Source: an optimization exercise on an open RTL-to-GDS flow (aim: small area, a short achievable clock period and few clock cycles). Production flows keep margins and buffers that such runs may drop.
In this exercise RTL edits were held to simulation tests only and were not proved equivalent to the original.
Power figures rest on the tool's default switching activity, not on a simulated workload.

run 1:
// ddp_core
module ddp_core (
    input  wire         clk,
    input  wire         rst,           
    input  wire         cmd_valid,
    output wire         cmd_ready,
    input  wire [7:0]   cmd_op,
    input  wire [111:0] cmd_data,
    input  wire [15:0]  cmd_len,
    input  wire         cmd_txfail,    
    input  wire [63:0]  cmd_now_sec,   
    input  wire [29:0]  cmd_now_nanos,
    output reg          rsp_valid,
    output reg  [2:0]   rsp_status,
    output reg  [111:0] rsp_data,
    output reg  [15:0]  rsp_len,
    output reg          rsp_mism
);
export LEC_CHECK = 0
export CAP_MARGIN = 20
export CORE_MARGIN = 2
export CORE_UTILIZATION = 50
export CTS_BUF_LIST = sky130_fd_sc_hd__clkbuf_4 sky130_fd_sc_hd__clkbuf_8
export PLACE_DENSITY = 0.65
export SLEW_MARGIN = 20
create_clock -name core_clock -period 10.0 [get_ports {clk}]
standard.sh (not shown) runs the stock make flow with config.mk's settings and CLKGATE_MAP_FILE= SYNTH_SCRIPT=/design/flow/synth_recipe.tcl, a recipe that flattens the netlist after the stock synthesis.
==> flow/flow/run.sh <==
#!/bin/bash
# The standard layout, with a tighter setup target for timing repair
# (the constraints are unchanged) and the smallest buffer on the ports.
bash standard.sh SETUP_SLACK_MARGIN=7.1 "BUFFER_PORTS_ARGS=-buffer_cell sky130_fd_sc_hd__buf_1" finish > standard.log 2>&1
Run 1 was carried through to the last stage, and its layout satisfied the timing, DRC and antenna checks.
Testbench counts of run 1, summed over its fixed seeds: cycles 10,492.
The following lists how run 2 was set up differently from run 1:
==> flow/flow/run.sh <==
#!/bin/bash
# The standard layout, with a tighter setup target for timing repair
# (the constraints are unchanged) and the smallest buffer on the ports.
bash standard.sh SETUP_SLACK_MARGIN=6.8 "BUFFER_PORTS_ARGS=-buffer_cell sky130_fd_sc_hd__buf_1" finish > standard.log 2>&1
-- flow/config.mk --
<<< run 1, line 7
export LEC_CHECK = 0
export CAP_MARGIN = 20
export CORE_MARGIN = 2
>>> run 2, line 7
export LEC_CHECK = 0
export CAP_MARGIN = 10
export CORE_MARGIN = 2
<<< run 1, line 12
export PLACE_DENSITY = 0.65
export SLEW_MARGIN = 20
>>> run 2, line 12
export PLACE_DENSITY = 0.65
export SLEW_MARGIN = 10
Findings:
- Delta (run 2 minus run 1): hold slack held, number of buffers and inverters on the critical path went up 1, layout overhead on the synthesized area went down 13 points.
- Against run 1, run 2 comes in 0.0067 ns higher on minimum clock period.
- Summary of run 2 over run 1: count of clock-buffer cells in the layout moved up, end-of-flow core utilization moved down, number of standard cells after synthesis level.
diff inputs: run 2 => run 3
==> flow/config.mk <==
export PLATFORM = sky130hd
export DESIGN_NAME = ddp_core
export DESIGN_NICKNAME = ddp_core
export VERILOG_FILES = /design/flow/design.v
export SDC_FILE = /design/flow/constraint.sdc
export NUM_CORES = 4
export LEC_CHECK = 0
export CAP_MARGIN = 20
export CORE_MARGIN = 2
export CORE_UTILIZATION = 40
export PLACE_DENSITY = 0.6
export SLEW_MARGIN = 20
Results
- Run 3 -> run 2: post-synthesis share of cell area spent on xor and xnor gates delta 0, exact match
- Higher global-route total usage across every layer among run 2 and run 3: run 2
- Run 3 consumes more power than run 2 does.
- The final reports for run 3 and run 2 show proportion of power drawn by flip-flops and latches lower in the former.
- Run 3 vs run 2: area of all sequential standard cells down slightly
- In the flow results for run 2 and run 3, the area growth from synthesis to layout is larger on run 3.
- Compared with run 2, in run 3 final critical-path share of the clock period grew by 1.2 points, combined area of the multi-input logic cells grew by about 1.8%, sum of met3 wire segment lengths after detailed routing shrank by about 2%.

Setup of v6:
Another version of the RTL of ddp_core (not shown whole).
Size: ~16,000 µm² of cells after synthesis.
==> flow/design.v (excerpt) <==
module ddp_core (
    input  wire         clk,
    input  wire         rst,           
    input  wire         cmd_valid,
    output wire         cmd_ready,
    input  wire [7:0]   cmd_op,
    input  wire [111:0] cmd_data,
    input  wire [15:0]  cmd_len,
    input  wire         cmd_txfail,    
    input  wire [63:0]  cmd_now_sec,   
    input  wire [29:0]  cmd_now_nanos,
    output reg          rsp_valid,
    output reg  [2:0]   rsp_status,
    output reg  [111:0] rsp_data,
    output reg  [15:0]  rsp_len,
    output reg          rsp_mism
);
clock: 10.0 ns
lec_check: 0
cap_margin: 20
core_margin: 2
core_utilization: 40
place_density: 0.6
slew_margin: 20
run.sh (not shown) runs the stock make flow with config.mk's settings and CLKGATE_MAP_FILE= SYNTH_SCRIPT=/design/flow/synth_recipe.tcl, a recipe that flattens the netlist after the stock synthesis.
Stock flow here: none of the scripts above is used.
v6: full flow OK, the timing, DRC and antenna checks passed
Testbench counts of v6, summed over its fixed seeds: cycles 10,484.
Edits applied to the flow inputs when going from v6 to v7:
==> flow/flow/run.sh (new file) <==
#!/bin/bash
# The standard layout, with a tighter setup target for timing repair
# (the constraints are unchanged) and the smallest buffer on the ports.
bash standard.sh SETUP_SLACK_MARGIN=7 "BUFFER_PORTS_ARGS=-buffer_cell sky130_fd_sc_hd__buf_1" finish > standard.log 2>&1
==> flow/standard.sh (new file) <==
#!/bin/bash
# synth_recipe.tcl (not shown) runs the flow's synth.tcl, then flattens the netlist and writes it again
# the make line also repeats each setting of config.mk as NAME=value (left out here)
make -C /OpenROAD-flow-scripts/flow DESIGN_CONFIG=/design/flow/config.mk WORK_HOME=/design/flow/orfs CLKGATE_MAP_FILE= SYNTH_SCRIPT=/design/flow/synth_recipe.tcl "${@:-finish}"
removed: flow/run.sh
[summary]
- The worst hold slack of v7 falls short of that of v6 by 0.0073 ns.
- Against v6, power density of the placed cells in v7 fell by more than 10%.
- Share of the final layout cell area in sequential cells: higher on v6
- Between v6 and v7, the data arrival time of the critical path is higher for v6.

-- port drivers added, routing unchanged --
The results above use ideal ports. As a check the final layouts listed here were re-extracted and re-timed, cells and wires unchanged.
Step 1, drivers: a clkbuf_16 drives clk and a buf_2 each remaining input, both assumed.
Step 2 also shifts input and output timing later by t, the mid clock arrival at the registers, as if the neighbouring blocks saw the same clock.
a / b / c = no drivers / after step 1 / after step 2; a / b = the first two.
| run | shift t [ns] | setup slack, ns | worst setup path after step 2 | worst register clock-pin slew, ns | pins driven straight from the clock port |
|---|---|---|---|---|---|
| run 1 | 0.745 | 6.703 / 6.650 / 6.373 | input to register | 0.07 / 0.07 | 1 |
| run 2 | 0.724 | 6.696 / 6.653 / 6.165 | input to register | 0.07 / 0.07 | 1 |
| run 3 | 0.627 | 6.580 / 6.580 / 6.244 | input to register | 0.07 / 0.07 | 1 |
| v6 | 0.625 | 2.714 / 2.744 / 2.119 | input to register | 0.07 / 0.07 | 1 |
| v7 | 0.636 | 4.852 / 4.889 / 4.253 | input to register | 0.07 / 0.07 | 1 |
After both steps every run listed still meets setup and hold. The setup slack of v7, which loses most, moves by +0.037 ns with the drivers and by -0.599 ns with both steps.
